Background: an optimization exercise with open tools, aiming at small area, a short achievable clock period and few clock cycles. Do not read the settings as production practice.
RTL that was checked went through simulation tests only; none was proved equivalent to the original.
The RTL of run 7 was laid out without a check of its function.
Power and IR drop assume default switching activity.

## flow/flow/run.sh

```bash
#!/bin/bash
# Standard layout, with plain buffers (buf_2) on the ports instead of the
# resizer's default choice. Every tool's output goes to flow.log here, and
# ORFS keeps each step's log under orfs/logs/.
set -euo pipefail
export BUFFER_PORTS_ARGS="-buffer_cell sky130_fd_sc_hd__buf_2"
bash standard.sh > flow.log 2>&1
```

## flow/standard.sh

```bash
#!/bin/bash
# synth_recipe.tcl (not shown) runs the flow's synth.tcl, then flattens the netlist and writes it again
# the make line also repeats each setting of config.mk as NAME=value (left out here)
make -C /OpenROAD-flow-scripts/flow DESIGN_CONFIG=/design/flow/config.mk WORK_HOME=/design/flow/orfs CLKGATE_MAP_FILE= SYNTH_SCRIPT=/design/flow/synth_recipe.tcl "${@:-finish}"
```

## flow/config.mk

```make
export PLATFORM = sky130hd
export DESIGN_NAME = sprite_render
export DESIGN_NICKNAME = sprite_render
export VERILOG_FILES = /design/flow/design.v
export SDC_FILE = /design/flow/constraint.sdc
export NUM_CORES = 4
export LEC_CHECK = 0
export CAP_MARGIN = 20
export CORE_MARGIN = 2
export CORE_UTILIZATION = 60
export CTS_BUF_LIST = sky130_fd_sc_hd__clkbuf_4 sky130_fd_sc_hd__clkbuf_8
export SETUP_SLACK_MARGIN = 4.1
export SLEW_MARGIN = 20
export TNS_END_PERCENT = 10
```

## flow/constraint.sdc

```tcl
create_clock -name core_clock -period 6.5 [get_ports {clk}]
set_input_delay 1.3000 -clock core_clock [delete_from_list [all_inputs] [get_ports {clk}]]
set_output_delay 1.3000 -clock core_clock [all_outputs]
set_load 0.01 [all_outputs]
```

## flow/design.v

```verilog
module sprite_render (
    input  wire        clk,
    input  wire        rst,
    input  wire        start,
    output wire        busy,
    output reg         done,
    input  wire [2:0]  cfg_grid_w_m1,    
    input  wire [2:0]  cfg_grid_h_m1,    
    input  wire [2:0]  cfg_fb_tx_m1,     
    input  wire [2:0]  cfg_fb_ty_m1,     
    input  wire        cfg_gated,        
    input  wire [10:0] cfg_spr_off,      
    input  wire [10:0] cfg_anim_off,     
    output reg         tbl_re,
    output reg         tbl_we,
    output reg  [10:0] tbl_addr,
    output reg  [7:0]  tbl_wdata,
    input  wire [7:0]  tbl_rdata,
    output reg         def_re,
    output reg  [13:0] def_addr,
    input  wire [7:0]  def_rdata,
    output reg         fb_we,
    output reg  [11:0] fb_addr,
    output reg  [7:0]  fb_wdata
);
    reg busy_r;
    assign busy = busy_r;
    wire accept = start && !busy_r;
    localparam T_IDLE  = 4'd0;
    localparam T_START = 4'd1;    
    localparam T_RA    = 4'd2;    
    localparam T_RS    = 4'd3;    
    localparam T_CD    = 4'd4;    
    localparam T_RN    = 4'd5;    
    localparam T_RK    = 4'd6;    
    localparam T_CK    = 4'd7;    
    localparam T_RSP   = 4'd8;    
    localparam T_RFC   = 4'd9;    
    localparam T_CFC   = 4'd10;   
    localparam T_WFC   = 4'd11;   
    localparam T_RD    = 4'd12;   
    localparam T_RN2   = 4'd13;   
    localparam T_CN    = 4'd14;   
    localparam T_WE    = 4'd15;   
    reg [3:0]  tstate;
    reg        te_fin;       
    reg [10:0] ea;           
    reg [2:0]  tcol, trow;   
    reg [5:0]  trb;          
    reg        r_gated;      
    reg [9:0]  r_a;          
    reg [7:0]  r_spr;        
    reg [7:0]  r_k;          
    reg        r_ge;         
    reg        rec_valid;    
    wire t_wrap = (tcol == cfg_grid_w_m1);
    wire t_last = t_wrap && (trow == cfg_grid_h_m1);
    wire        two   = (tstate == T_WE);
    wire [10:0] a_inc = {tbl_addr[10:1] + {9'd0, two | tbl_addr[0]}, tbl_addr[0] ^ ~two};
    wire [10:0] a_d   = tbl_addr + {1'b0, r_a} + {10'd0, r_gated && tstate == T_CD};
    wire        fc_ge = (tbl_rdata >= tbl_wdata);
    reg        pe_fin;       
    reg        v1;           
    reg [2:0]  p_xo, p_yo;   
    reg        p_clipx, p_clipy;
    reg [5:0]  p_row;        
    reg        p_last;       
    reg        p_wrap;       
    reg [2:0]  p_hi;         
    reg [3:0]  p_py;         
    reg [11:0] fb_a1;        
    wire [2:0] rr = def_addr[5:3];
    wire [2:0] cc = def_addr[2:0];
    wire [2:0] chi = p_clipx ? ~p_xo : 3'd7;
    wire [2:0] rhi = p_clipy ? ~p_yo : 3'd7;
    wire       row_end  = (cc == p_hi);
    wire       tile_end = row_end && (rr == rhi);
    wire       take = rec_valid && (!def_re || tile_end);
    wire [3:0] px = {1'b0, p_xo} + {1'b0, cc};
    wire [3:0] py = p_py;
    wire [2:0] n_xo  = r_k[2:0];
    wire [2:0] n_yo  = r_k[5:3];
    wire [4:0] r_dy  = {1'b0, p_py} + 5'd1 - {2'b00, n_yo};   
    wire       r_cov = rec_valid && !r_dy[4] && !r_dy[3] && (n_xo < p_xo);
    wire [2:0] r_cut = n_xo + ~p_xo;                        
    wire [2:0] hi1   = p_wrap ? chi : (r_cov ? r_cut : 3'd7);
    always @(posedge clk) begin
        if (rst) begin
            busy_r    <= 1'b0;
            done      <= 1'b0;
            tstate    <= T_IDLE;
            tbl_re    <= 1'b0;
            tbl_we    <= 1'b0;
            rec_valid <= 1'b0;
            te_fin    <= 1'b0;
            pe_fin    <= 1'b0;
            def_re    <= 1'b0;
            v1        <= 1'b0;
            fb_we     <= 1'b0;
        end else begin
            done <= 1'b0;
            if (accept) begin
                busy_r <= 1'b1;
                te_fin <= 1'b0;
                pe_fin <= 1'b0;
            end else if (busy_r && te_fin && pe_fin && !def_re && !v1) begin
                busy_r <= 1'b0;
                done   <= 1'b1;
            end
            tbl_re <= 1'b0;
            tbl_we <= 1'b0;
            case (tstate)
                T_IDLE:  if (accept) tstate <= T_START;
                T_START: begin tbl_re <= 1'b1; tstate <= T_RA; end
                T_RA:    begin tbl_re <= 1'b1; tstate <= T_RS; end
                T_RS:    tstate <= T_CD;
                T_CD:    begin tbl_re <= 1'b1; tstate <= r_gated ? T_RK : T_RN; end
                T_RN:    begin tbl_re <= 1'b1; tstate <= T_RK; end
                T_RK: begin
                    if (r_gated) begin
                        tbl_re <= 1'b1;
                        tstate <= T_RSP;
                    end else begin
                        tstate <= T_CK;
                    end
                end
                T_CK:    begin rec_valid <= 1'b1; tbl_we <= 1'b1; tstate <= T_WE; end
                T_RSP:   begin rec_valid <= 1'b1; tbl_re <= 1'b1; tstate <= T_RFC; end
                T_RFC:   tstate <= T_CFC;
                T_CFC:   begin tbl_we <= 1'b1; tstate <= T_WFC; end
                T_WFC:   tstate <= r_ge ? T_RD : T_WE;
                T_RD:    begin tbl_re <= 1'b1; tstate <= T_RN2; end
                T_RN2:   tstate <= T_CN;
                T_CN:    begin tbl_we <= 1'b1; tstate <= T_WE; end
                T_WE: begin
                    if (t_last) begin
                        te_fin <= 1'b1;
                        tstate <= T_IDLE;
                    end else if (!rec_valid) begin
                        tbl_re <= 1'b1;
                        tstate <= T_RA;
                    end
                end
                default: tstate <= T_IDLE;
            endcase
            if (take)
                rec_valid <= 1'b0;
            if (take)
                def_re <= 1'b1;
            else if (def_re && tile_end)
                def_re <= 1'b0;
            if (def_re && tile_end && !take && p_last)
                pe_fin <= 1'b1;
            v1    <= def_re;
            fb_we <= v1;
        end
    end
    always @(posedge clk) begin
        case (tstate)
            T_START: begin
                ea       <= cfg_spr_off;
                tbl_addr <= cfg_spr_off;
                tcol     <= 3'd0;
                trow     <= 3'd0;
                trb      <= 6'd0;
                r_gated  <= cfg_gated;
            end
            T_RA:  tbl_addr <= a_inc;
            T_RS: begin
                r_a      <= r_gated ? {tbl_rdata, 2'b00} : {1'b0, tbl_rdata, 1'b0};
                tbl_addr <= cfg_anim_off;
            end
            T_CD: begin
                r_spr    <= tbl_rdata;
                tbl_addr <= a_d;
            end
            T_RN:  tbl_addr <= a_inc;
            T_RK: begin
                tbl_wdata <= tbl_rdata;            
                tbl_addr  <= a_inc;
            end
            T_CK: begin
                r_k      <= tbl_rdata;
                tbl_addr <= ea;
            end
            T_RSP: begin
                r_k      <= tbl_rdata;
                tbl_addr <= a_inc;
            end
            T_RFC: tbl_wdata <= tbl_rdata;         
            T_CFC: begin
                r_ge      <= fc_ge;
                tbl_wdata <= fc_ge ? 8'd0 : tbl_rdata + 8'd1;
            end
            T_WFC: tbl_addr <= r_ge ? cfg_anim_off : ea;
            T_RD:  tbl_addr <= a_d;
            T_CN: begin
                tbl_wdata <= tbl_rdata;
                tbl_addr  <= ea;
            end
            T_WE: begin
                if (!t_last && !rec_valid) begin
                    ea       <= a_inc;
                    tbl_addr <= a_inc;
                    if (t_wrap) begin
                        tcol <= 3'd0;
                        trow <= trow + 3'd1;
                        trb  <= trb + {3'd0, cfg_fb_tx_m1} + 6'd1;
                    end else begin
                        tcol <= tcol + 3'd1;
                    end
                end
            end
            default: ;
        endcase
        if (take) begin
            def_addr <= {r_spr + {6'd0, r_k[7:6]}, 6'd0};
            p_xo     <= r_k[2:0];
            p_yo     <= r_k[5:3];
            p_py     <= {1'b0, r_k[5:3]};
            p_clipx  <= (tcol == cfg_fb_tx_m1);
            p_clipy  <= (trow == cfg_fb_ty_m1);
            p_last   <= t_last;
            p_wrap   <= t_wrap;
            p_hi     <= (tcol == cfg_fb_tx_m1) ? ~r_k[2:0] : 3'd7;
            p_row    <= trb + {3'd0, tcol};
        end else if (row_end) begin
            def_addr[5:0] <= {rr + 3'd1, 3'd0};
            p_hi          <= hi1;
            p_py          <= p_py + 4'd1;
            if (py[2:0] == 3'd7)
                p_row <= p_row + {3'd0, cfg_fb_tx_m1} + 6'd1;
        end else begin
            def_addr[2:0] <= cc + 3'd1;
        end
        fb_a1    <= {p_row + {5'd0, px[3]}, py[2:0], px[2:0]};
        fb_addr  <= fb_a1;
        fb_wdata <= def_rdata;
    end
endmodule
```

==> impl_metrics.env, run 1 <==
export IMPL_routed_wl_um=18300
export IMPL_antenna_cells=0
export IMPL_regToRegSetupSlack_ns=4.12
export IMPL_synth_top_area_share_pct=38.0
export IMPL_top_level_ports=113
export IMPL_worst_path_buf_inv=1
export IMPL_dp_hpwl_um=12600
export IMPL_endpoint_kind="output port"
export IMPL_critPathLaunchType="flip-flop"
export IMPL_fin_util_pct=74.5
export IMPL_fin_crit_ns=2.50
export IMPL_worst_slew_pin_slew_ns=0.992
export IMPL_slew_limit_headroom_pct=33.4
export IMPL_synth_seq_area_share_pct=51.6
export IMPL_holdPathStages=0
export IMPL_cp_top_family="flip-flops"
export IMPL_hold_viol=0
export IMPL_placed_area_mm2=0.00854
export IMPL_rr_endpoint="tbl_addr[9]"
export IMPL_grtUsageTotal_pct=26.2
export IMPL_start_util_pct=61.7
export IMPL_h_tree_depth=4
export IMPL_yosys_register_bits=152
export IMPL_dp_cells=978
export IMPL_final_layout_size_suffix_gt1_share_pct=27.5
export IMPL_min_period_over_period_pct=38.4
export IMPL_final_cells=1048
export IMPL_cts_path_max_buffers=2
export IMPL_worstPathArrival_ns=1.20
export IMPL_root_buffer="clkbuf_8"
export IMPL_grt_pass1_wl_um=28800
export IMPL_critPathRequiredTime_ns=5.20
export IMPL_hold_buffers=0
export IMPL_antenna_left=0
export IMPL_drc=0
export IMPL_worstHoldStart="fb_a1[3]"
export IMPL_yosysTopAreaCell="edfxtp_1"
export IMPL_yosysUniqueCellTypes=69
export IMPL_antenna_found_initial=0
export IMPL_synthesis_area_mm2=0.00782
export IMPL_core_area_mm2=0.0127
export IMPL_cap_violations=0
export IMPL_post_place_ws_ns=2.91
export IMPL_r2r_start="tbl_addr[4]"
export IMPL_die_h_um=118
export IMPL_skew_ns=0.0148
export IMPL_fmax_mhz=401
export IMPL_grt_max_degree=32
export IMPL_slowest_delay_ns=0.53
export IMPL_fin_ws_ns=4.00
export IMPL_outcome="complete, no violations"
export IMPL_power_density_mw_per_mm2=284
export IMPL_fin_area_mm2=0.00944
export IMPL_clk_pin_slew_worst_paths_ns=0.09
export IMPL_cts_tree="built"
export IMPL_peakVddDrop_v=0.000135
export IMPL_rsz0062_at_grt="yes"
export IMPL_synthFlopType="edfxtp_1"
export IMPL_synth_area_top_cells="edfxtp_1 38%, dfxtp_1 14%, ha_1 8.3%"
export IMPL_grt_pass1_vias=5794
export IMPL_p_leak_nw=3.96
export IMPL_min_to="fb_addr[3]"
export IMPL_crit_type="flip-flop to output port"
export IMPL_maxSlewViolCount=0
export IMPL_synthArstFlopShare_pct=0
export IMPL_ff2ff_path_depth=7
export IMPL_drtIter0Drc=464
export IMPL_synthCells=716
export IMPL_gr_total_overflow=0
export IMPL_io_buffers=112
export IMPL_critPathMaxFanout=5
export IMPL_synthesis_nets=829
export IMPL_gp_congestion=0.896
export IMPL_area_growth_syn_to_layout_pct=20.7
export IMPL_post_drt_wl_per_cell_um=17.5
export IMPL_synth_area_per_cell_um2=10.9
export IMPL_cts_sinks=152
export IMPL_nets=976
export IMPL_fp_row_count=41
export IMPL_synth_common_cells="99 x edfxtp_1, 62 x nor2_1, 57 x nand2_1"
export IMPL_critPathSlowestCell="edfxtp_1"
export IMPL_cts_buffers=17
export IMPL_path_cells="buf_2"
export IMPL_die_area_mm2=0.0140
export IMPL_routed_via_count=5990
export IMPL_fin_setup_tns_ns=0
export IMPL_setup_violations=0
export IMPL_insertion_delay_ns=0.46
export IMPL_first_pass_iters=5
export IMPL_fillers=945
export IMPL_vias_per_cell=5.72
export IMPL_die_x_um=118
export IMPL_synth_edf_count=99
export IMPL_yosysMostFrequentCell="edfxtp_1"
export IMPL_hp_class="flip-flop to flip-flop"
export IMPL_ys_warnings_count=1
## report_power, final
part	switching (mW)	leakage, nW	internal, mW
sequential	0.0989	1.35	1.18
clock	0.382	0.194	0.311
combinational	0.391	2.41	0.323
## registers in the layout, indices dropped and copies added, names as in the netlist, 8 cells and up
register,count
def_addr,14
fb_a1,12
fb_addr,12
ea,11
tbl_addr,11
r_a,9
fb_wdata,8
r_k,8
r_spr,8
tbl_wdata,8
## cell families after synthesis
| family | after synthesis | share of synthesized area [%] |
|---|---|---|
| flops | 152 | 51.6 |
| xor+xnor | 63 | 7.06 |
| buf+inv | 68 | 3.76 |
| fa+ha+maj | 59 | 10.1 |
| simple gates | 225 | 14.4 |
| mux | 10 | 1.41 |
| compound gates | 139 | 11.6 |
## stage by stage
stage / hold slack (ns) / power (mW)
2_1_floorplan: 0.310 / 1.70
3_3_place_gp: 0.312 / 1.89
3_5_place_dp: 0.312 / 1.91
4_1_cts: 0.332 / 2.64
5_1_grt: 0.338 / 2.82
6_report: 0.332 / 2.68
## timing repair
item	CTS	global route
setup buffers	18	17
resized for setup	30	28
pin swaps	10	10
endpoints found under the setup margin	99	78
gates cloned	2	1
## cells in the final DEF (no fill, tap or decap), types with 4 or more instances in the layout
cell | netlist | routed
a21o_1 | 15 | 15
a21oi_1 | 39 | 37
a22o_1 | 4 | 4
a31oi_1 | 7 | 6
and2_1 | 7 | 7
and3_1 | 9 | 7
buf_2 | 7 | 112
buf_4 | 0 | 34
clkbuf_8 | 0 | 17
dfxtp_1 | 53 | 49
dfxtp_4 | 0 | 4
edfxtp_1 | 99 | 99
fa_1 | 7 | 6
ha_1 | 52 | 45
ha_4 | 0 | 7
inv_1 | 44 | 40
inv_6 | 0 | 9
mux2_2 | 7 | 6
nand2_1 | 57 | 55
nand2b_1 | 10 | 9
nand3_1 | 17 | 16
nand3b_1 | 4 | 4
nand4_1 | 6 | 6
nor2_1 | 62 | 60
nor2b_1 | 18 | 17
nor3_1 | 14 | 12
o21ai_0 | 25 | 24
o21ai_1 | 8 | 7
o221ai_1 | 4 | 4
o22ai_1 | 4 | 4
xnor2_1 | 28 | 28
xor2_1 | 35 | 35
## worst max-delay path by stage
stage / from / endpoint / cells past startpoint
floorplan: tbl_rdata[0] / tbl_wdata[0] / 9
global placement: tstate[2] / tbl_addr[5] / 12
detailed placement: tstate[2] / tbl_addr[5] / 12
CTS: tbl_addr[3] / tbl_addr[3] / 1
global route: tbl_addr[8] / tbl_addr[8] / 1
finish: tbl_addr[8] / tbl_addr[8] / 1
## per-layer routing
layer | GRT usage [%] | wire length, um | vias to the layer above
met2 | 44.8 | 9300 | 202
met1 | 31.9 | 7640 | 2882
met4 | 12.8 | 548 | 0
li1 | - | - | 2860
met5 | 0 | 0 | -
met3 | 4.97 | 860 | 46
## final cells by class
class	instances	area, um^2	area share (%)
Timing Repair inverter	2	16.3	0.172
Inverter	45	198	2.09
Sequential cell	152	4050	42.9
Clock buffer	17	234	2.48
Multi-Input combinational cell	497	3750	39.7
Clock inverter	15	136	1.44
Tap cell	172	215	2.28
Timing Repair Buffer	148	843	8.93
Testbench counts, summed over its fixed seeds: cycles 95,757.
==> run 2: changes to the inputs <==
--- a/flow/config.mk
+++ b/flow/config.mk
@@ -9,6 +9,5 @@
 export CORE_MARGIN = 2
 export CORE_UTILIZATION = 60
 export CTS_BUF_LIST = sky130_fd_sc_hd__clkbuf_4 sky130_fd_sc_hd__clkbuf_8
-export SETUP_SLACK_MARGIN = 4.1
+export SETUP_SLACK_MARGIN = 4.2
 export SLEW_MARGIN = 20
-export TNS_END_PERCENT = 10
==> run 2 against run 1 <==
  * Design area grew 6.3%
  * Core utilization grew 4.7 points
  * Highest routed layer unchanged
  * Worst hold slack lost 0.0011 ns
  * Wire length grew 5.1%
  * Combinational power grew 15%
  * Sequential power is essentially flat
  * Power grew 5.2%
  * First-iteration DRC count shrank 0.43%
  * Still clean
  * Setup slack gained 0.059 ns
==> impl_metrics.env, run 2 <==
export IMPL_grtUsageTotal_pct=27.2
export IMPL_fp_row_count=41
export IMPL_antenna_cells=0
export IMPL_hold_buffers=0
export IMPL_core_area_mm2=0.0127
export IMPL_antenna_left=0
export IMPL_holdPathStages=0
export IMPL_synthFlopType="edfxtp_1"
export IMPL_cts_buffers=17
export IMPL_worstHoldStart="fb_a1[6]"
export IMPL_synth_edf_count=99
export IMPL_critPathLaunchType="flip-flop"
export IMPL_regMostFlops="def_addr"
export IMPL_final_layout_size_suffix_gt1_share_pct=34.4
export IMPL_holdWs_ns=0.331
export IMPL_dp_cells=978
export IMPL_path_cells="buf_2"
export IMPL_ys_warnings_count=1
export IMPL_clk_pin_slew_worst_paths_ns=0.09
export IMPL_antenna_found_initial=0
export IMPL_critPathMaxFanout=3
export IMPL_top_layer_used="met4"
export IMPL_fmax_mhz=410
export IMPL_grt_pass1_wl_um=29900
export IMPL_routed_via_count=6225
export IMPL_min_to="fb_addr[6]"
export IMPL_drc=0
export IMPL_synth_area_per_cell_um2=10.9
export IMPL_die_x_um=118
export IMPL_fillers=832
export IMPL_power_density_mw_per_mm2=281
export IMPL_rr_endpoint="tbl_addr[10]"
export IMPL_critPathRequiredTime_ns=5.20
export IMPL_cp_top_family="flip-flops"
export IMPL_crit_type="flip-flop to output port"
export IMPL_synth_area_top_cells="edfxtp_1 38%, dfxtp_1 14%, ha_1 8.3%"
export IMPL_gp_congestion=0.901
export IMPL_die_area_mm2=0.0140
export IMPL_met3WireLength_um=1280
export IMPL_first_pass_iters=6
export IMPL_placed_area_mm2=0.00873
export IMPL_synthArstFlopShare_pct=0
export IMPL_fin_crit_ns=2.44
export IMPL_cts_sinks=152
export IMPL_vias_per_cell=5.77
export IMPL_synthesis_area_mm2=0.00782
export IMPL_synth_seq_area_share_pct=51.6
export IMPL_top_level_ports=113
export IMPL_hold_viol=0
export IMPL_hp_class="flip-flop to flip-flop"
export IMPL_worst_slew_pin_slew_ns=1.00
export IMPL_slowest_delay_ns=0.49
export IMPL_endpoint_kind="output port"
export IMPL_final_cells=1079
export IMPL_yosys_register_bits=152
export IMPL_fin_ws_ns=4.06
export IMPL_slew_limit_headroom_pct=32.7
export IMPL_layout_common_cells="102 x buf_2, 99 x edfxtp_1, 67 x buf_4, 57 x nor2_1, 56 x nand2_1"
export IMPL_die_h_um=118
export IMPL_cts_path_max_buffers=2
export IMPL_worstPathArrival_ns=1.14
export IMPL_yosysMostFrequentCell="edfxtp_1"
export IMPL_skew_ns=0.0129
export IMPL_gr_total_overflow=0
export IMPL_wl_met2_um=9540
export IMPL_cts_tree="built"
export IMPL_setup_violations=0
export IMPL_post_place_ws_ns=3.05
export IMPL_yosysUniqueCellTypes=69
export IMPL_insertion_delay_ns=0.46
export IMPL_h_tree_depth=4
export IMPL_p_leak_nw=4.17
export IMPL_reg_largest_list="def_addr (14), fb_a1 (12), fb_addr (12)"
export IMPL_power_total_mw=2.82
export IMPL_critPathSlowestCell="edfxtp_1"
export IMPL_drt_met1_wl_um=7770
export IMPL_maxSlewViolCount=0
export IMPL_synth_common_cells="99 x edfxtp_1, 62 x nor2_1, 57 x nand2_1"
export IMPL_fin_setup_tns_ns=0
export IMPL_io_buffers=112
export IMPL_dp_hpwl_um=12600
export IMPL_synthesis_nets=829
export IMPL_peakVddDrop_v=0.000137
export IMPL_yosysTopAreaCell="edfxtp_1"
export IMPL_area_growth_syn_to_layout_pct=28.3
export IMPL_synthCells=716
export IMPL_largest_register_ffs=14
export IMPL_cap_violations=0
export IMPL_grt_pass1_vias=6031
export IMPL_min_period_over_period_pct=37.5
export IMPL_fin_area_mm2=0.0100
export IMPL_rsz0062_at_grt="yes"
export IMPL_synth_top_area_share_pct=38.0
export IMPL_nets=1007
export IMPL_start_util_pct=61.7
export IMPL_root_buffer="clkbuf_8"
export IMPL_layout_commonest_cell="buf_2"
export IMPL_fin_util_pct=79.2
export IMPL_regToRegSetupSlack_ns=4.10
export IMPL_outcome="complete, no violations"
export IMPL_grt_max_degree=18
export IMPL_ff2ff_path_depth=9
export IMPL_routed_wl_um=19300
export IMPL_post_drt_wl_per_cell_um=17.9
export IMPL_r2r_start="tbl_addr[7]"
export IMPL_drtIter0Drc=462
export IMPL_worst_path_buf_inv=1
run 2: cell types whose count changed in the layout (fill, tap and decap cells not counted), moves of 5 or more:
| cell | previous run | this run |
|---|---|---|
| buf_4 | 34 | 67 |
| buf_2 | 112 | 102 |
| dfxtp_1 | 49 | 41 |
| ha_1 | 45 | 37 |
| inv_8 | 0 | 7 |
| ha_4 | 7 | 13 |
| buf_6 | 0 | 5 |
| dfxtp_4 | 4 | 9 |
| inv_6 | 9 | 4 |
run 2: kinds of logic after synthesis:
family | Yosys count | synth area share [%]
xor gates and xnor gates | 63 | 7.06
AOI/OAI and AO/OA | 139 | 11.6
adders and majority gates | 59 | 10.1
DFF | 152 | 51.6
buffers and inverters | 68 | 3.76
and+or+nand+nor | 225 | 14.4
muxes | 10 | 1.41
run 2: routing by layer:
layer  global-route usage, %  vias to the layer above
met5                       0                        -
met4                    11.7                        0
met3                    5.41                       57
met2                    45.9                      265
met1                    33.9                     2974
li1                        -                     2929
run 2: repair_timing:
item | in CTS | in global routing
pin swaps | 19 | 32
endpoints found under the setup margin | 136 | 120
gates cloned | 3 | 2
resized for setup | 50 | 48
buffers inserted | 43 | 21
run 2: worst max path at each step:
stage | from | end | depth (start not counted)
after floorplan | tbl_rdata[0] | tbl_wdata[0] | 9
after global placement | tstate[2] | tbl_addr[5] | 12
after detailed placement | tstate[2] | tbl_addr[5] | 12
after CTS | tbl_addr[6] | tbl_addr[6] | 1
after global routing | tbl_addr[7] | tbl_addr[10] | 9
final | tbl_addr[6] | tbl_addr[6] | 1
run 2: final cells by class:
type	count	area, um^2	area share [%]
multi-input combinational	498	3960	39.5
sequential	152	4070	40.6
clock inverter	15	175	1.75
inverter	45	211	2.11
clock buffer	17	234	2.33
tap	172	215	2.14
timing repair inverter	2	13.8	0.137
timing repair buffer	178	1150	11.5
run 2: power breakdown:
group,switching [mW],internal [mW]
combinational,0.435,0.389
sequential,0.0774,1.19
clock,0.408,0.327
total,0.921,1.90
==> run 3: changes to the inputs <==
==> flow/flow/run.sh (replaced) <==
#!/bin/bash
# Standard layout, with plain buffers (buf_1) on the ports instead of the
# resizer's default choice. Every tool's output goes to flow.log here, and
# ORFS keeps each step's log under orfs/logs/.
set -euo pipefail
export BUFFER_PORTS_ARGS="-buffer_cell sky130_fd_sc_hd__buf_1"
bash standard.sh > flow.log 2>&1
--- a/flow/config.mk
+++ b/flow/config.mk
@@ -9,5 +9,5 @@
 export CORE_MARGIN = 2
 export CORE_UTILIZATION = 60
 export CTS_BUF_LIST = sky130_fd_sc_hd__clkbuf_4 sky130_fd_sc_hd__clkbuf_8
-export SETUP_SLACK_MARGIN = 4.2
+export SETUP_SLACK_MARGIN = 4.1
 export SLEW_MARGIN = 20
==> run 3 against run 2 <==
  * Setup slack got worse by 0.0043 ns
  * Critical path depth rose by 11
  * Flip-flop and latch count did not move
  * Maximum frequency fell by 0.18%
  * Still clean
  * Cell count fell by 2.9%
==> impl_metrics.env, run 3 <==
export IMPL_slew_limit_headroom_pct=35.0
export IMPL_cts_tree="built"
export IMPL_path_cells="nand2_2 -> nor2_4 -> inv_6 -> ha_1 -> inv_1 -> ha_2 -> ha_4 -> nand3_1 -> xor2_1 -> o221ai_1 -> a221oi_2 -> nor2_1"
export IMPL_drtIter0Drc=426
export IMPL_swShare_pct=30.9
export IMPL_io_buffers=112
export IMPL_die_x_um=118
export IMPL_outcome="complete, no violations"
export IMPL_vias_per_cell=5.67
export IMPL_min_period_over_period_pct=37.6
export IMPL_ff_latch_area_mm2=0.00406
export IMPL_dp_hpwl_um=12600
export IMPL_synth_common_cells="99 x edfxtp_1, 62 x nor2_1, 57 x nand2_1"
export IMPL_hold_viol=0
export IMPL_pwr_share_seq_pct=46.3
export IMPL_synth_top_area_share_pct=38.0
export IMPL_intPower_mw=1.90
export IMPL_worst_path_buf_inv=2
export IMPL_clk_pin_slew_worst_paths_ns=0.08
export IMPL_peakVddDrop_v=0.000127
export IMPL_top_level_ports=113
export IMPL_synthFlopType="edfxtp_1"
export IMPL_antenna_left=0
export IMPL_fin_area_mm2=0.00937
export IMPL_grt_max_degree=32
export IMPL_yosysUniqueCellTypes=69
export IMPL_die_h_um=118
export IMPL_synth_seq_area_share_pct=51.6
export IMPL_critPathRequiredTime_ns=6.71
export IMPL_drc=0
export IMPL_maxSlewViolCount=0
export IMPL_hp_class="flip-flop to flip-flop"
export IMPL_final_layout_size_suffix_gt1_share_pct=17.1
export IMPL_first_pass_iters=5
export IMPL_cts_path_max_buffers=2
export IMPL_power_frac_comb_pct=26.0
export IMPL_area_growth_syn_to_layout_pct=19.8
export IMPL_nets=976
export IMPL_h_tree_depth=4
export IMPL_fmax_mhz=410
export IMPL_clkPwrFrac_pct=27.7
export IMPL_synth_area_per_cell_um2=10.9
export IMPL_worst_slew_pin_slew_ns=0.968
export IMPL_die_area_mm2=0.0140
export IMPL_synth_area_top_cells="edfxtp_1 38%, dfxtp_1 14%, ha_1 8.3%"
export IMPL_setup_violations=0
export IMPL_holdWs_ns=0.329
export IMPL_fillers=877
export IMPL_grtUsageTotal_pct=26.8
export IMPL_critPathLaunchType="flip-flop"
export IMPL_root_buffer="clkbuf_8"
export IMPL_multi_input_area_mm2=0.00376
export IMPL_cp_top_family="adder cells"
export IMPL_power_switching_mw=0.850
export IMPL_gp_congestion=0.987
export IMPL_fin_setup_tns_ns=0
export IMPL_synthesis_nets=829
export IMPL_cts_buffers=17
export IMPL_endpoint_kind="flip-flop"
export IMPL_skew_ns=0.0149
export IMPL_worstPathArrival_ns=2.65
export IMPL_hold_buffers=0
export IMPL_grt_pass1_wl_um=29600
export IMPL_start_util_pct=61.7
export IMPL_p_leak_nw=3.70
export IMPL_routed_wl_um=18500
export IMPL_antenna_found_initial=0
export IMPL_gr_total_overflow=0
export IMPL_crit_type="flip-flop to flip-flop"
export IMPL_yosysMostFrequentCell="edfxtp_1"
export IMPL_cap_violations=0
export IMPL_placed_area_mm2=0.00848
export IMPL_yosysTopAreaCell="edfxtp_1"
export IMPL_ys_warnings_count=1
export IMPL_largest_register_ffs=14
export IMPL_yosys_register_bits=152
export IMPL_layout_common_cells="103 x buf_1, 99 x edfxtp_1, 60 x nor2_1, 56 x nand2_1"
export IMPL_cts_sinks=152
export IMPL_critPathMaxFanout=31
export IMPL_antenna_cells=0
export IMPL_layout_commonest_cell="buf_1"
export IMPL_routed_via_count=5937
export IMPL_grt_pass1_vias=5933
export IMPL_power_density_mw_per_mm2=293
export IMPL_fp_row_count=41
export IMPL_rsz0062_at_grt="yes"
export IMPL_insertion_delay_ns=0.46
export IMPL_core_area_mm2=0.0127
export IMPL_synthesis_area_mm2=0.00782
export IMPL_critPathSlowestCell="dfxtp_4"
export IMPL_synthArstFlopShare_pct=0
export IMPL_slowest_delay_ns=0.39
export IMPL_fin_crit_ns=2.44
export IMPL_synthCells=716
export IMPL_reg_largest_list="def_addr (14), fb_a1 (12), fb_addr (12)"
export IMPL_post_drt_wl_per_cell_um=17.7
export IMPL_synth_edf_count=99
export IMPL_regMostFlops="def_addr"
==> run 3: cell types whose count changed in the layout (fill, tap and decap cells not counted), sizes merged <==
cell / previous run / this run
buf: 177 / 145
clkbuf: 18 / 25
inv: 55 / 49
bufinv: 1 / 3
clkinv: 4 / 3
or2: 3 / 2
==> run 3: worst paths after layout <==
kind              from          end  slack, ns  cells after the start
max          tstate[1]  tbl_addr[5]       4.06                     12
min           fb_a1[4]   fb_addr[4]       0.33                      0
max reg2reg  tstate[1]  tbl_addr[5]       4.06                     12
min reg2reg   fb_a1[4]   fb_addr[4]       0.33                      0
==> run 3: what timing repair did <==
item	CTS	global route
endpoints found under the setup margin	113	65
endpoints found under the hold margin	0	0
gates resized for setup	30	22
pin swaps	10	6
cloned	2	0
setup buffers	30	6
==> run 3: cell type report <==
cell class	instances	share of cell area, %
Multi-Input combinational cell	497	40.1
Inverter	45	2.03
Clock buffer	21	2.88
Clock inverter	11	1.52
Tap cell	172	2.30
Sequential cell	152	43.3
Timing Repair inverter	1	0.0801
Timing Repair Buffer	149	7.77
==> run 3: kinds of logic after synthesis <==
family,share of synthesized area (%)
compound gates,11.6
xor+xnor,7.06
mux,1.41
fa+ha+maj,10.1
buf+inv,3.76
simple gates,14.4
flops,51.6
==> run 3: per-stage QoR <==
stage | cells | utilization [%] | setup slack (ns) | power [mW]
6_report | 1048 | 73.9 | 4.06 | 2.75
2_1_floorplan | 716 | - | 3.82 | 1.72
5_1_grt | 1048 | 73.9 | 3.97 | 2.87
4_1_cts | 1042 | 72.8 | 4.04 | 2.71
3_5_place_dp | 978 | 67.0 | 3.04 | 1.90
3_3_place_gp | 978 | 67.0 | 3.20 | 1.88
==> run 3: metal layers <==
| metal | track usage, % | routed length [um] |
|---|---|---|
| met5 | 0 | 0 |
| met3 | 4.97 | 872 |
| met4 | 11.0 | 518 |
| met2 | 47.0 | 9530 |
| met1 | 32.3 | 7620 |
==> run 3: power groups by stage <==
stage | clock [mW] | combinational [mW] | sequential (mW)
6_report | 0.762 | 0.715 | 1.27
5_1_grt | 0.803 | 0.783 | 1.28
4_1_cts | 0.766 | 0.672 | 1.27
3_5_place_dp | 0 | 0.589 | 1.32
3_3_place_gp | 0 | 0.570 | 1.31
2_1_floorplan | 0 | 0.415 | 1.30
==> run 4: changes to the inputs <==
--- a/flow/config.mk
+++ b/flow/config.mk
@@ -9,5 +9,5 @@
 export CORE_MARGIN = 2
 export CORE_UTILIZATION = 60
 export CTS_BUF_LIST = sky130_fd_sc_hd__clkbuf_4 sky130_fd_sc_hd__clkbuf_8
-export SETUP_SLACK_MARGIN = 4.1
+export SETUP_SLACK_MARGIN = 4
 export SLEW_MARGIN = 20
==> run 4 against run 3 <==
  * Still clean
  * Synthesized cell count did not move
  * Design area fell by 1.6%
  * Sequential share of layout area up 0.65 points
  * Critical endpoint is now tbl_wdata[0]
==> impl_metrics.env, run 4 <==
export IMPL_outcome="complete, no violations"
export IMPL_io_buffers=112
export IMPL_grt_max_degree=32
export IMPL_skew_ns=0.0191
export IMPL_gr_total_overflow=0
export IMPL_min_period_over_period_pct=37.9
export IMPL_grt_pass1_wl_um=28200
export IMPL_post_drt_wl_per_cell_um=17.4
export IMPL_peakVddDrop_v=0.000127
export IMPL_synth_top_area_share_pct=38.0
export IMPL_synthesis_area_mm2=0.00782
export IMPL_root_buffer="clkbuf_8"
export IMPL_worst_slew_pin_slew_ns=1.02
export IMPL_synthArstFlopShare_pct=0
export IMPL_drtIter0Drc=452
export IMPL_dp_hpwl_um=12400
export IMPL_rsz0062_at_grt="no"
export IMPL_cp_endpoint="tbl_wdata[0]"
export IMPL_synthFlopType="edfxtp_1"
export IMPL_slew_limit_headroom_pct=31.6
export IMPL_synth_edf_count=99
export IMPL_p_leak_nw=3.62
export IMPL_regMostFlops="def_addr"
export IMPL_antenna_cells=0
export IMPL_cts_path_max_buffers=2
export IMPL_gp_congestion=0.906
export IMPL_setup_violations=0
export IMPL_critPathSlowestCell="mux2_4"
export IMPL_grt_pass1_vias=5677
export IMPL_maxSlewViolCount=0
export IMPL_synth_area_top_cells="edfxtp_1 38%, dfxtp_1 14%, ha_1 8.3%"
export IMPL_synth_compound_area_share_pct=11.6
export IMPL_yosysMostFrequentCell="edfxtp_1"
export IMPL_fin_crit_ns=2.47
export IMPL_cap_violations=0
export IMPL_drc=0
export IMPL_reg_largest_list="def_addr (14), fb_a1 (12), fb_addr (12)"
export IMPL_yosysUniqueCellTypes=69
export IMPL_synthSimpleGateAreaFrac_pct=14.4
export IMPL_holdWs_ns=0.330
export IMPL_synth_common_cells="99 x edfxtp_1, 62 x nor2_1, 57 x nand2_1"
export IMPL_first_pass_iters=6
export IMPL_crit_type="input pin to flip-flop"
export IMPL_fin_util_pct=72.7
export IMPL_start_util_pct=61.7
export IMPL_layout_common_cells="104 x buf_1, 99 x edfxtp_1, 60 x nor2_1, 55 x nand2_1, 49 x dfxtp_1"
export IMPL_critPathRequiredTime_ns=6.71
export IMPL_synth_top_family_by_area="simple AND/OR/NAND/NOR gates"
export IMPL_path_cells="buf_4 -> inv_12 -> ha_4 -> nand2b_4 -> nand3_2 -> a21oi_1 -> o22a_2 -> nor2_4 -> mux2_4"
export IMPL_cts_tree="built"
export IMPL_synth_adder_area_share_pct=10.1
export IMPL_routed_wl_um=18100
export IMPL_largest_register_ffs=14
export IMPL_power_density_mw_per_mm2=286
export IMPL_cts_sinks=152
export IMPL_core_area_mm2=0.0127
export IMPL_synth_area_per_cell_um2=10.9
export IMPL_cts_buffers=17
export IMPL_critPathLaunchType="input pin"
export IMPL_yosys_register_bits=152
export IMPL_insertion_delay_ns=0.45
export IMPL_synthesis_nets=829
export IMPL_synth_seq_area_share_pct=51.6
export IMPL_fmax_mhz=406
export IMPL_grtUsageTotal_pct=25.6
export IMPL_vias_per_cell=5.73
export IMPL_hold_viol=0
export IMPL_h_tree_depth=4
export IMPL_routed_via_count=5957
export IMPL_rr_endpoint="tbl_addr[5]"
export IMPL_layout_commonest_cell="buf_1"
export IMPL_die_h_um=118
export IMPL_antenna_left=0
export IMPL_final_layout_size_suffix_gt1_share_pct=14.4
export IMPL_endpoint_kind="flip-flop"
export IMPL_synth_mux_area_share_pct=1.41
export IMPL_antenna_found_initial=0
export IMPL_critPathMaxFanout=8
export IMPL_yosysTopAreaCell="edfxtp_1"
export IMPL_yosys_area_share_xor_xnor_pct=7.06
export IMPL_ff2ff_path_depth=13
export IMPL_slowest_delay_ns=0.27
export IMPL_nets=968
export IMPL_clk_pin_slew_worst_paths_ns=0.10
export IMPL_fin_setup_tns_ns=0
export IMPL_worstPathArrival_ns=2.68
export IMPL_synthCells=716
export IMPL_critical_path_startpoint="tbl_rdata[0]"
export IMPL_regToRegSetupSlack_ns=4.04
export IMPL_ys_warnings_count=1
export IMPL_area_growth_syn_to_layout_pct=17.8
export IMPL_r2r_start="tstate[2]"
export IMPL_fp_row_count=41
export IMPL_die_x_um=118
export IMPL_top_level_ports=113
export IMPL_hp_class="flip-flop to flip-flop"
export IMPL_die_area_mm2=0.0140
run 4: cell counts after synthesis:
Identical to the previous run, type by type.
run 4: worst min-delay path by stage:
stage | startpoint | cells past startpoint | slack, ns | endpoint
final | fb_a1[7] | 0 | 0.33 | fb_addr[7]
after global routing | fb_a1[6] | 0 | 0.34 | fb_addr[6]
after CTS | fb_a1[7] | 0 | 0.33 | fb_addr[7]
after detailed placement | fb_a1[7] | 0 | 0.31 | fb_addr[7]
after global placement | fb_a1[3] | 0 | 0.31 | fb_addr[3]
after floorplan | fb_a1[0] | 0 | 0.31 | fb_addr[0]
run 4: final cells by class:
type	count	area (um^2)
clock buffer	18	248
tap	172	215
timing repair inverter	2	16.3
clock inverter	14	136
sequential	152	4050
inverter	45	198
multi-input combinational	497	3700
fill	952	3460
timing repair buffer	140	651
run 4: repair_timing:
action,CTS,global route
hold buffers,0,0
hold endpoints to repair,0,0
resized for setup,27,22
pin swaps,4,7
cloned,1,2
buffers inserted,13,14
setup endpoints to repair,82,47
run 4: per-stage QoR:
stage | setup slack [ns] | area (um^2) | total power [mW] | std cells
floorplan | 3.82 | 7940 | 1.71 | 716
global placement | 3.15 | 8430 | 1.87 | 978
detailed placement | 3.06 | 8440 | 1.89 | 978
CTS | 3.99 | 8990 | 2.60 | 1024
global route | 3.96 | 9220 | 2.77 | 1040
finish | 4.03 | 9220 | 2.64 | 1040
run 4: logic make-up after synthesis:
group | count (synthesis)
XOR/XNOR | 63
buffers and inverters | 68
multiplexers | 10
flip-flops | 152
adder cells (fa/ha/maj) | 59
AND/OR/NAND/NOR | 225
AO/OA/AOI/OAI | 139
run 4: power breakdown:
group          leakage, nW  switching [mW]  internal (mW)  total (mW)
combinational         2.07           0.369          0.290       0.659
sequential            1.35          0.0997           1.18        1.28
clock                0.197           0.379          0.322       0.701
total                 3.62           0.848           1.79        2.64
run 4: critical path: cells and delay by family:
family          cells  cell delay (ns)
mux                 1             0.27
simple gates        3             0.24
fa+ha+maj           1             0.24
compound gates      2             0.42
buf+inv             2             0.21
run 4: metal layers:
| layer | vias to the layer above | GRT usage [%] | share of wire [%] |
|---|---|---|---|
| li1 | 2852 | - | - |
| met1 | 2810 | 32.5 | 42 |
| met2 | 250 | 43.5 | 50 |
| met3 | 45 | 4.20 | 5.5 |
| met4 | 0 | 10.6 | 2.7 |
| met5 | - | 0 | 0 |
==> run 5: changes to the inputs <==
--- a/flow/config.mk
+++ b/flow/config.mk
@@ -9,5 +9,6 @@
 export CORE_MARGIN = 2
 export CORE_UTILIZATION = 60
 export CTS_BUF_LIST = sky130_fd_sc_hd__clkbuf_4 sky130_fd_sc_hd__clkbuf_8
+export GPL_TIMING_DRIVEN = 0
 export SETUP_SLACK_MARGIN = 4
 export SLEW_MARGIN = 20
==> run 5 against run 4 <==
  * Non-clock buffer count grew 24
  * Count of clock-buffer cells in the layout shrank 1
  * Die area is the same
  * Largest power group unchanged
  * Highest routed layer unchanged
==> impl_metrics.env, run 5 <==
export IMPL_synth_area_per_cell_um2=10.9
export IMPL_insertion_delay_ns=0.45
export IMPL_power_density_mw_per_mm2=286
export IMPL_dp_hpwl_um=13000
export IMPL_grt_pass1_wl_um=28900
export IMPL_outcome="complete, no violations"
export IMPL_grt_pass1_vias=5867
export IMPL_yosys_register_bits=152
export IMPL_cap_violations=0
export IMPL_final_cells=1061
export IMPL_clk_pin_slew_worst_paths_ns=0.09
export IMPL_synthesis_area_mm2=0.00782
export IMPL_synth_common_cells="99 x edfxtp_1, 62 x nor2_1, 57 x nand2_1"
export IMPL_yosysUniqueCellTypes=69
export IMPL_crit_type="flip-flop to flip-flop"
export IMPL_hold_viol=0
export IMPL_drc=0
export IMPL_routed_via_count=6079
export IMPL_die_area_mm2=0.0140
export IMPL_grt_max_degree=23
export IMPL_synthCells=716
export IMPL_synth_top_area_share_pct=38.0
export IMPL_antenna_left=0
export IMPL_skew_ns=0.0117
export IMPL_cts_buffers=17
export IMPL_rsz0062_at_grt="yes"
export IMPL_peakVddDrop_v=0.000118
export IMPL_critPathRequiredTime_ns=6.70
export IMPL_dp_cells=1000
export IMPL_layout_commonest_cell="buf_1"
export IMPL_critPathLaunchType="flip-flop"
export IMPL_vias_per_cell=5.73
export IMPL_top_level_ports=113
export IMPL_synthArstFlopShare_pct=0
export IMPL_setup_violations=0
export IMPL_slew_limit_headroom_pct=34.7
export IMPL_area_growth_syn_to_layout_pct=21.8
export IMPL_gp_congestion=0.888
export IMPL_final_layout_size_suffix_gt1_share_pct=17.0
export IMPL_cts_tree="built"
export IMPL_fin_setup_tns_ns=0
export IMPL_p_leak_nw=3.76
export IMPL_synthesis_nets=829
export IMPL_start_util_pct=61.7
export IMPL_die_x_um=118
export IMPL_antenna_found_initial=0
export IMPL_reg_largest_list="def_addr (14), fb_a1 (12), fb_addr (12)"
export IMPL_drtIter0Drc=497
export IMPL_die_h_um=118
export IMPL_antenna_cells=0
export IMPL_synth_area_top_cells="edfxtp_1 38%, dfxtp_1 14%, ha_1 8.3%"
export IMPL_first_pass_iters=6
export IMPL_maxSlewViolCount=0
export IMPL_min_period_over_period_pct=39.6
export IMPL_fin_crit_ns=2.58
export IMPL_critPathMaxFanout=3
export IMPL_yosysTopAreaCell="edfxtp_1"
export IMPL_worstPathArrival_ns=2.78
export IMPL_fp_row_count=41
export IMPL_holdWs_ns=0.332
export IMPL_largest_register_ffs=14
export IMPL_h_tree_depth=4
export IMPL_hp_class="flip-flop to flip-flop"
export IMPL_synthFlopType="edfxtp_1"
export IMPL_routed_wl_um=18300
export IMPL_synth_edf_count=99
export IMPL_root_buffer="clkbuf_8"
export IMPL_gr_total_overflow=0
export IMPL_cts_sinks=152
export IMPL_post_drt_wl_per_cell_um=17.3
export IMPL_hold_buffers=0
export IMPL_cts_path_max_buffers=2
export IMPL_grtUsageTotal_pct=26.3
export IMPL_layout_common_cells="104 x buf_1, 99 x edfxtp_1, 60 x nor2_1, 55 x nand2_1, 50 x dfxtp_1"
export IMPL_core_area_mm2=0.0127
export IMPL_endpoint_kind="flip-flop"
export IMPL_fmax_mhz=388
export IMPL_yosysMostFrequentCell="edfxtp_1"
export IMPL_io_buffers=112
export IMPL_worst_slew_pin_slew_ns=0.972
export IMPL_nets=989
export IMPL_regMostFlops="def_addr"
export IMPL_synth_seq_area_share_pct=51.6
export IMPL_ys_warnings_count=1
export IMPL_power_total_mw=2.73
-- run 5: cell counts after synthesis --
Identical to the previous run, type by type.
-- run 5: timing repair --
item / in CTS / in global routing
resized for setup: 34 / 31
setup buffers: 16 / 12
cloned: 0 / 1
endpoints found under the setup margin: 25 / 63
pin swaps: 10 / 14
-- run 5: kinds of logic (layout without fill, tap and decap cells) --
logic type / count (synthesis) / in the layout / share of synthesized area (%)
buffers and inverters: 68 / 241 / 3.76
xor gates and xnor gates: 63 / 63 / 7.06
AOI/OAI and AO/OA: 139 / 139 / 11.6
DFF: 152 / 152 / 51.6
muxes: 10 / 10 / 1.41
and+or+nand+nor: 225 / 225 / 14.4
adders and majority gates: 59 / 59 / 10.1
-- run 5: routing by layer --
metal / wire length (um) / track usage (%)
met3: 1070 / 4.10
met1: 7440 / 32.6
met4: 583 / 11.4
met5: 0 / 0
met2: 9230 / 45.7
-- run 5: path summary, 6_finish.rpt --
path | startpoint | to | slack [ns] | cells after the start
setup reg to reg | tstate[2] | tbl_addr[8] | 3.92 | 12
hold / removal | fb_a1[10] | fb_addr[10] | 0.33 | 0
hold reg to reg | fb_a1[10] | fb_addr[10] | 0.33 | 0
setup / recovery | tstate[2] | tbl_addr[8] | 3.92 | 12
-- run 5: area by class of cell --
type | instances | area (um^2)
Buffer | 23 | 190
Clock buffer | 17 | 234
Clock inverter | 15 | 181
Fill cell | 901 | 3140
Inverter | 45 | 185
Multi-Input combinational cell | 496 | 3780
Sequential cell | 152 | 4040
Tap cell | 172 | 215
Timing Repair Buffer | 141 | 699
-- run 5: through the flow --
| step | setup WS (ns) | utilization, % | area (um^2) |
|---|---|---|---|
| 2_1_floorplan | 3.82 | - | 7940 |
| 3_3_place_gp | 3.17 | 67.7 | 8580 |
| 3_5_place_dp | 3.16 | 67.7 | 8580 |
| 4_1_cts | 3.89 | 73.0 | 9250 |
| 5_1_grt | 3.90 | 75.2 | 9530 |
| 6_report | 3.92 | 75.2 | 9530 |
-- run 5: report_power, final --
part / switching, mW / internal (mW)
Combinational: 0.389 / 0.313
Sequential: 0.0943 / 1.18
Clock: 0.395 / 0.357
Total: 0.879 / 1.85
-- run 5: critical path, cell delays in order (launching register included) --
cell     delay, ns
dfxtp_2       0.33
buf_6         0.10
nor2b_4       0.15
and3_4        0.21
ha_4          0.13
inv_2         0.04
fa_2          0.36
nor2b_4       0.16
o31ai_4       0.10
o21ai_2       0.21
xnor2_1       0.15
nor2_1        0.06
o32a_1        0.31
==> run 6: changes to the inputs <==
--- a/flow/config.mk
+++ b/flow/config.mk
@@ -7,8 +7,7 @@
 export LEC_CHECK = 0
 export CAP_MARGIN = 20
 export CORE_MARGIN = 2
-export CORE_UTILIZATION = 60
+export CORE_UTILIZATION = 70
 export CTS_BUF_LIST = sky130_fd_sc_hd__clkbuf_4 sky130_fd_sc_hd__clkbuf_8
-export GPL_TIMING_DRIVEN = 0
 export SETUP_SLACK_MARGIN = 4
 export SLEW_MARGIN = 20
==> run 6 against run 5 <==
  * Critical path depth up 1
  * Synthesized cell count unchanged
  * Maximum frequency up 1.8%
  * Clock skew about the same
  * Cell count down 4.9%
  * Clock power up 8.0%
  * Wire length up 5.1%
  * Via count up 2.6%
  * Largest power group unchanged
  * Core utilization up 9.6 points
==> impl_metrics.env, run 6 <==
export IMPL_outcome="complete, no violations"
export IMPL_power_switching_mw=0.864
export IMPL_drtIter0Drc=749
export IMPL_crit_type="flip-flop to flip-flop"
export IMPL_power_frac_comb_pct=24.2
export IMPL_post_drt_wl_per_cell_um=19.1
export IMPL_reg_largest_list="def_addr (14), fb_a1 (12), fb_addr (12)"
export IMPL_start_util_pct=71.8
export IMPL_cts_sinks=152
export IMPL_fp_row_count=38
export IMPL_power_total_mw=2.77
export IMPL_vias_per_cell=6.18
export IMPL_layout_commonest_cell="buf_1"
export IMPL_cap_violations=0
export IMPL_root_buffer="clkbuf_8"
export IMPL_critPathLaunchType="flip-flop"
export IMPL_critPathMaxFanout=5
export IMPL_fmax_mhz=395
export IMPL_io_buffers=112
export IMPL_first_pass_iters=6
export IMPL_fillers=597
export IMPL_dp_hpwl_um=12700
export IMPL_synthCells=716
export IMPL_pwr_share_seq_pct=46.5
export IMPL_worstPathArrival_ns=2.79
export IMPL_synth_edf_count=99
export IMPL_yosysTopAreaCell="edfxtp_1"
export IMPL_hp_class="flip-flop to flip-flop"
export IMPL_gp_congestion=0.907
export IMPL_routed_via_count=6237
export IMPL_fin_area_mm2=0.00924
export IMPL_synth_area_top_cells="edfxtp_1 38%, dfxtp_1 14%, ha_1 8.3%"
export IMPL_grt_pass1_wl_um=28800
export IMPL_yosysMostFrequentCell="edfxtp_1"
export IMPL_grtUsageTotal_pct=31.9
export IMPL_final_layout_size_suffix_gt1_share_pct=14.6
export IMPL_min_period_over_period_pct=38.9
export IMPL_clkPwrFrac_pct=29.3
export IMPL_gr_total_overflow=0
export IMPL_drc=0
export IMPL_die_x_um=110
export IMPL_fin_setup_tns_ns=0
export IMPL_power_density_mw_per_mm2=300
export IMPL_setup_violations=0
export IMPL_synthFlopType="edfxtp_1"
export IMPL_cts_buffers=17
export IMPL_top_level_ports=113
export IMPL_p_leak_nw=3.65
export IMPL_intPower_mw=1.91
export IMPL_synthesis_nets=829
export IMPL_synth_area_per_cell_um2=10.9
export IMPL_grt_pass1_vias=5922
export IMPL_critPathRequiredTime_ns=6.76
export IMPL_placed_area_mm2=0.00839
export IMPL_die_area_mm2=0.0120
export IMPL_maxSlewViolCount=0
export IMPL_nets=969
export IMPL_synthesis_area_mm2=0.00782
export IMPL_antenna_found_initial=0
export IMPL_fin_crit_ns=2.53
export IMPL_rsz0062_at_grt="yes"
export IMPL_swShare_pct=31.2
export IMPL_skew_ns=0.0118
export IMPL_synth_common_cells="99 x edfxtp_1, 62 x nor2_1, 57 x nand2_1"
export IMPL_antenna_cells=0
export IMPL_synth_top_area_share_pct=38.0
export IMPL_slew_limit_headroom_pct=29.3
export IMPL_ys_warnings_count=1
export IMPL_peakVddDrop_v=0.000261
export IMPL_largest_register_ffs=14
export IMPL_hold_viol=0
export IMPL_clk_pin_slew_worst_paths_ns=0.09
export IMPL_core_area_mm2=0.0109
export IMPL_insertion_delay_ns=0.45
export IMPL_endpoint_kind="flip-flop"
export IMPL_cts_tree="built"
export IMPL_die_h_um=110
export IMPL_h_tree_depth=4
export IMPL_routed_wl_um=19300
export IMPL_regMostFlops="def_addr"
export IMPL_layout_common_cells="103 x buf_1, 99 x edfxtp_1, 60 x nor2_1, 56 x nand2_1, 49 x dfxtp_1"
export IMPL_synth_seq_area_share_pct=51.6
export IMPL_antenna_left=0
export IMPL_area_growth_syn_to_layout_pct=18.1
export IMPL_synthArstFlopShare_pct=0
export IMPL_yosysUniqueCellTypes=69
export IMPL_hold_buffers=0
export IMPL_cts_path_max_buffers=2
export IMPL_grt_max_degree=32
export IMPL_yosys_register_bits=152
export IMPL_worst_slew_pin_slew_ns=1.05
==> run 6: cell counts after synthesis <==
No cell type changed its count.
==> run 6: per-layer routing <==
metal	vias to the layer above	share of wire [%]	track usage (%)
met5	-	0	0
met4	0	3.7	14.1
met3	72	8.3	7.23
met2	396	51	54.5
met1	2934	37	38.6
li1	2835	-	-
==> run 6: worst paths after layout <==
check	slack, ns	cells past startpoint	startpoint	end
min	0.33	0	fb_a1[6]	fb_addr[6]
max reg2reg	3.97	13	tstate[2]	ea[5]
min reg2reg	0.33	0	fb_a1[6]	fb_addr[6]
max	3.97	13	tstate[2]	ea[5]
==> run 6: repair_timing <==
action                                  4_1_cts  5_1_grt
gates resized for setup                      26       21
buffers inserted                             15       13
endpoints found under the setup margin       71       20
pin swaps                                     8        8
gates cloned                                  2        1
==> run 6: through the flow <==
step | hold WS, ns | std cells | utilization [%] | setup slack (ns)
after floorplan | 0.310 | 716 | - | 3.82
after global placement | 0.312 | 946 | 77.1 | 3.23
after detailed placement | 0.313 | 946 | 77.1 | 3.03
after CTS | 0.332 | 995 | 83.0 | 3.99
after global routing | 0.336 | 1009 | 84.8 | 3.89
final | 0.331 | 1009 | 84.8 | 3.97
==> run 6: area by class of cell <==
type                       instances  area [um^2]  area share, %
timing repair inverter             2         16.3          0.176
inverter                          45          198           2.14
clock inverter                    12          188           2.03
tap                              140          175           1.90
multi-input combinational        497         3700           40.0
timing repair buffer             141          651           7.04
sequential                       152         4050           43.8
clock buffer                      20          263           2.84
==> run 6: power by group through the flow <==
stage | Clock (mW) | Combinational, mW | Sequential (mW)
CTS | 0.812 | 0.635 | 1.28
global placement | 0 | 0.554 | 1.31
floorplan | 0 | 0.409 | 1.30
global route | 0.849 | 0.735 | 1.30
detailed placement | 0 | 0.590 | 1.32
finish | 0.812 | 0.669 | 1.29
==> run 6: critical path: stages, from the launching register on <==
cell and delay (ns):
dfxtp_4 0.36, buf_4 0.11, nand2_1 0.08, nor2_4 0.24, clkinv_8 0.09, ha_1 0.19, inv_1 0.06, ha_2 0.20
ha_4 0.16, nand3_2 0.10, xor2_2 0.21, buf_4 0.16, buf_4 0.13, o21ai_0 0.25
==> run 6: kinds of logic (layout without fill, tap and decap cells) <==
logic type / count (synthesis) / after routing / share of synthesized area [%]
mux: 10 / 10 / 1.41
simple gates: 225 / 225 / 14.4
compound gates: 139 / 140 / 11.6
fa+ha+maj: 59 / 59 / 10.1
xor+xnor: 63 / 63 / 7.06
buf+inv: 68 / 220 / 3.76
flops: 152 / 152 / 51.6
==> run 7: changes to the inputs <==
--- a/flow/design.v
+++ b/flow/design.v
@@ -50,7 +50,7 @@
     reg        r_gated;      
     reg [9:0]  r_a;          
     reg [7:0]  r_spr;        
-    reg [7:0]  r_k;          
+    reg [5:0]  r_k;          
     reg        r_ge;         
     reg        rec_valid;    
     wire t_wrap = (tcol == cfg_grid_w_m1);
@@ -61,8 +61,9 @@
     wire        fc_ge = (tbl_rdata >= tbl_wdata);
     reg        pe_fin;       
     reg        v1;           
-    reg [2:0]  p_xo, p_yo;   
-    reg        p_clipx, p_clipy;
+    reg [2:0]  p_xo;         
+    reg        p_clipx;
+    reg [2:0]  p_rhi;        
     reg [5:0]  p_row;        
     reg        p_last;       
     reg        p_wrap;       
@@ -72,9 +73,8 @@
     wire [2:0] rr = def_addr[5:3];
     wire [2:0] cc = def_addr[2:0];
     wire [2:0] chi = p_clipx ? ~p_xo : 3'd7;
-    wire [2:0] rhi = p_clipy ? ~p_yo : 3'd7;
     wire       row_end  = (cc == p_hi);
-    wire       tile_end = row_end && (rr == rhi);
+    wire       tile_end = row_end && (rr == p_rhi);
     wire       take = rec_valid && (!def_re || tile_end);
     wire [3:0] px = {1'b0, p_xo} + {1'b0, cc};
     wire [3:0] py = p_py;
@@ -180,11 +180,13 @@
                 tbl_addr  <= a_inc;
             end
             T_CK: begin
-                r_k      <= tbl_rdata;
+                r_k      <= tbl_rdata[5:0];
+                r_spr    <= r_spr + {6'd0, tbl_rdata[7:6]};
                 tbl_addr <= ea;
             end
             T_RSP: begin
-                r_k      <= tbl_rdata;
+                r_k      <= tbl_rdata[5:0];
+                r_spr    <= r_spr + {6'd0, tbl_rdata[7:6]};
                 tbl_addr <= a_inc;
             end
             T_RFC: tbl_wdata <= tbl_rdata;         
@@ -214,12 +216,11 @@
             default: ;
         endcase
         if (take) begin
-            def_addr <= {r_spr + {6'd0, r_k[7:6]}, 6'd0};
+            def_addr <= {r_spr, 6'd0};
             p_xo     <= r_k[2:0];
-            p_yo     <= r_k[5:3];
             p_py     <= {1'b0, r_k[5:3]};
             p_clipx  <= (tcol == cfg_fb_tx_m1);
-            p_clipy  <= (trow == cfg_fb_ty_m1);
+            p_rhi    <= (trow == cfg_fb_ty_m1) ? ~r_k[5:3] : 3'd7;
             p_last   <= t_last;
             p_wrap   <= t_wrap;
             p_hi     <= (tcol == cfg_fb_tx_m1) ? ~r_k[2:0] : 3'd7;
==> flow/flow/run.sh (replaced) <==
#!/bin/bash
# Standard layout, with plain buffers (buf_2) on the ports instead of the
# resizer's default choice. Every tool's output goes to flow.log here, and
# ORFS keeps each step's log under orfs/logs/.
set -euo pipefail
export BUFFER_PORTS_ARGS="-buffer_cell sky130_fd_sc_hd__buf_2"
bash standard.sh > flow.log 2>&1
--- a/flow/config.mk
+++ b/flow/config.mk
@@ -7,7 +7,7 @@
 export LEC_CHECK = 0
 export CAP_MARGIN = 20
 export CORE_MARGIN = 2
-export CORE_UTILIZATION = 70
+export CORE_UTILIZATION = 60
 export CTS_BUF_LIST = sky130_fd_sc_hd__clkbuf_4 sky130_fd_sc_hd__clkbuf_8
 export SETUP_SLACK_MARGIN = 4
 export SLEW_MARGIN = 20
==> run 7 against run 6 <==
  * Clock power down 6.4%
  * Register-to-register slack worse by 0.02 ns
  * Die area up 14%
  * Critical path type unchanged
  * Critical endpoint is now p_hi[2]
  * Largest cell class unchanged
  * Highest routed layer unchanged
==> impl_metrics.env, run 7 <==
export IMPL_gp_congestion=0.911
export IMPL_post_place_ws_ns=2.92
export IMPL_fmax_mhz=393
export IMPL_reg_largest_list="def_addr (14), fb_a1 (12), fb_addr (12)"
export IMPL_start_util_pct=61.0
export IMPL_slowest_delay_ns=0.53
export IMPL_antenna_found_initial=0
export IMPL_worst_slew_pin_slew_ns=0.997
export IMPL_met3WireLength_um=1100
export IMPL_peakVddDrop_v=0.000134
export IMPL_die_area_mm2=0.0137
export IMPL_cts_sinks=149
export IMPL_drc=0
export IMPL_yosysUniqueCellTypes=60
export IMPL_synthFlopType="edfxtp_1"
export IMPL_core_area_mm2=0.0126
export IMPL_grt_pass1_vias=5783
export IMPL_cpMostUsedCell="ha_4"
export IMPL_antenna_cells=0
export IMPL_grtUsageTotal_pct=27.7
export IMPL_top_level_ports=113
export IMPL_fin_crit_ns=2.55
export IMPL_drt_met1_wl_um=7760
export IMPL_wl_met2_um=9330
export IMPL_synth_area_per_cell_um2=10.6
export IMPL_endpoint_kind="flip-flop"
export IMPL_cap_violations=0
export IMPL_h_tree_depth=4
export IMPL_critPathSlowestCell="or4b_4"
export IMPL_synthCells=723
export IMPL_critPathRequiredTime_ns=6.72
export IMPL_hp_class="flip-flop to flip-flop"
export IMPL_vias_per_cell=5.78
export IMPL_top_layer_used="met4"
export IMPL_rsz0062_at_grt="yes"
export IMPL_insertion_delay_ns=0.46
export IMPL_crit_type="flip-flop to flip-flop"
export IMPL_cts_tree="built"
export IMPL_synth_common_cells="96 x edfxtp_1, 85 x nand2_1, 55 x nor2_1"
export IMPL_antenna_left=0
export IMPL_largest_register_ffs=14
export IMPL_gr_total_overflow=0
export IMPL_setup_violations=0
export IMPL_cts_buffers=17
export IMPL_ys_warnings_count=1
export IMPL_dp_cells=987
export IMPL_outcome="complete, no violations"
export IMPL_worstPathArrival_ns=2.76
export IMPL_nets=979
export IMPL_skew_ns=0.0118
export IMPL_dp_hpwl_um=12900
export IMPL_yosys_register_bits=149
export IMPL_yosysTopAreaCell="edfxtp_1"
export IMPL_path_cells="inv_2 -> ha_4 -> inv_4 -> ha_4 -> nor4bb_4 -> or4b_4 -> a21oi_4 -> o2111ai_4 -> o311a_1"
export IMPL_fin_setup_tns_ns=0
export IMPL_min_period_over_period_pct=39.2
export IMPL_layout_commonest_cell="buf_2"
export IMPL_clk_pin_slew_worst_paths_ns=0.09
export IMPL_power_density_mw_per_mm2=311
export IMPL_synthesis_area_mm2=0.00767
export IMPL_layout_common_cells="108 x buf_2, 96 x edfxtp_1, 82 x nand2_1, 49 x nor2_1, 49 x dfxtp_1"
export IMPL_final_cells=1051
export IMPL_fp_row_count=41
export IMPL_p_leak_nw=3.90
export IMPL_synth_seq_area_share_pct=51.4
export IMPL_fillers=877
export IMPL_maxSlewViolCount=0
export IMPL_die_x_um=117
export IMPL_die_h_um=117
export IMPL_synthesis_nets=836
export IMPL_synth_edf_count=96
export IMPL_area_growth_syn_to_layout_pct=22.7
export IMPL_critPathMaxFanout=3
export IMPL_synth_top_area_share_pct=37.6
export IMPL_fin_ws_ns=3.95
export IMPL_first_pass_iters=7
export IMPL_final_layout_size_suffix_gt1_share_pct=27.4
export IMPL_cts_path_max_buffers=2
export IMPL_critPathLaunchType="flip-flop"
export IMPL_io_buffers=112
export IMPL_slew_limit_headroom_pct=33.4
export IMPL_multi_input_area_mm2=0.00380
export IMPL_synth_area_top_cells="edfxtp_1 38%, dfxtp_1 14%, ha_1 8.5%"
export IMPL_ff_latch_area_mm2=0.00396
export IMPL_grt_max_degree=20
export IMPL_routed_via_count=6075
export IMPL_post_drt_wl_per_cell_um=17.7
export IMPL_drtIter0Drc=591
export IMPL_hold_viol=0
export IMPL_yosysMostFrequentCell="edfxtp_1"
export IMPL_regToRegSetupSlack_ns=3.95
export IMPL_grt_pass1_wl_um=28600
export IMPL_synthArstFlopShare_pct=0
export IMPL_regMostFlops="def_addr"
export IMPL_routed_wl_um=18600
export IMPL_root_buffer="clkbuf_8"
==> run 7: through the flow <==
step	hold WS (ns)	power, mW	util, %	instance area (um^2)
2_1_floorplan	0.310	1.82	-	7790
3_3_place_gp	0.310	2.04	67.4	8470
3_5_place_dp	0.312	2.06	67.4	8470
4_1_cts	0.331	2.87	72.9	9160
5_1_grt	0.335	3.08	74.9	9410
6_report	0.330	2.93	74.9	9410
==> run 7: layout make-up <==
type	instances	share of cell area [%]
flip-flops and latches	149	42.1
multi-input cells	511	40.4
repair buffers	142	8.83
clock buffers	17	2.49
well taps	172	2.29
clock inverters	15	1.98
inverters	43	1.87
repair inverters	2	0.133
==> run 7: what timing repair did <==
item / CTS / global route
setup endpoints to repair: 86 / 61
resized for setup: 35 / 31
buffers inserted: 17 / 13
hold buffers: 0 / 0
cloned: 2 / 0
pin swaps: 18 / 13
==> run 7: worst max-delay path: cells and delay by family (launching register included) <==
family / cells / cell delay [ns]
compound gates: 3 / 0.67
fa+ha+maj: 2 / 0.37
buf+inv: 2 / 0.14
flops: 1 / 0.44
simple gates: 2 / 0.68
==> run 7: path summary, 6_finish.rpt <==
check / start / to / cells after the start
max: p_py[1] / p_hi[2] / 9
min: fb_a1[2] / fb_addr[2] / 0
max reg2reg: p_py[1] / p_hi[2] / 9
min reg2reg: fb_a1[2] / fb_addr[2] / 0
==> run 7: logic make-up after synthesis <==
family | synth area share [%]
compound gates | 12.0
mux | 1.42
flops | 51.4
buf+inv | 3.23
xor+xnor | 6.97
fa+ha+maj | 10.3
simple gates | 14.6
==> run 7: power by group <==
part	switching (mW)	internal (mW)	total, mW
sequential	0.121	1.18	1.30
combinational	0.472	0.395	0.867
clock	0.401	0.359	0.760
==> run 7: per-layer routing <==
metal,track usage (%),vias up
li1,-,2885
met1,35.4,2924
met4,12.0,0
met3,4.63,44
met5,0,-
met2,47.0,222

-- what the ideal ports hide --
No port has a modelled driver above. Below, the same layouts with a new extraction and two added sets of constraints.
Step 1 (the two cells are an assumption about what drives the block):
set clk [get_ports {clk}]
set_driving_cell -lib_cell sky130_fd_sc_hd__clkbuf_16 $clk
set_driving_cell -lib_cell sky130_fd_sc_hd__buf_2 [delete_from_list [all_inputs] $clk]
Step 2 times the ports against the registers' clock, not the clock port: input delays grow and output delays shrink by t, the midpoint of the rising clock arrivals with the driver on.
Three values: ideal, step 1, step 2; two values: the first two.
run | t (ns) | setup slack, ns | hold slack, ns
run 1 | 0.492 | 4.004 / 3.966 / 3.546 | 0.332 / 0.332 / 0.332
run 2 | 0.491 | 4.063 / 4.026 / 3.673 | 0.331 / 0.331 / 0.331
run 3 | 0.494 | 4.058 / 4.050 / 3.619 | 0.329 / 0.329 / 0.329
run 4 | 0.480 | 4.035 / 4.001 / 3.565 | 0.330 / 0.330 / 0.330
run 5 | 0.482 | 3.924 / 3.924 / 3.557 | 0.332 / 0.332 / 0.332
run 6 | 0.482 | 3.970 / 3.970 / 3.564 | 0.331 / 0.331 / 0.331
run 7 | 0.496 | 3.954 / 3.953 / 3.524 | 0.330 / 0.330 / 0.330
After both steps every run listed still meets setup and hold. For run 4, which loses most, drivers alone change the setup slack by -0.034 ns; drivers and shift together by -0.470 ns.
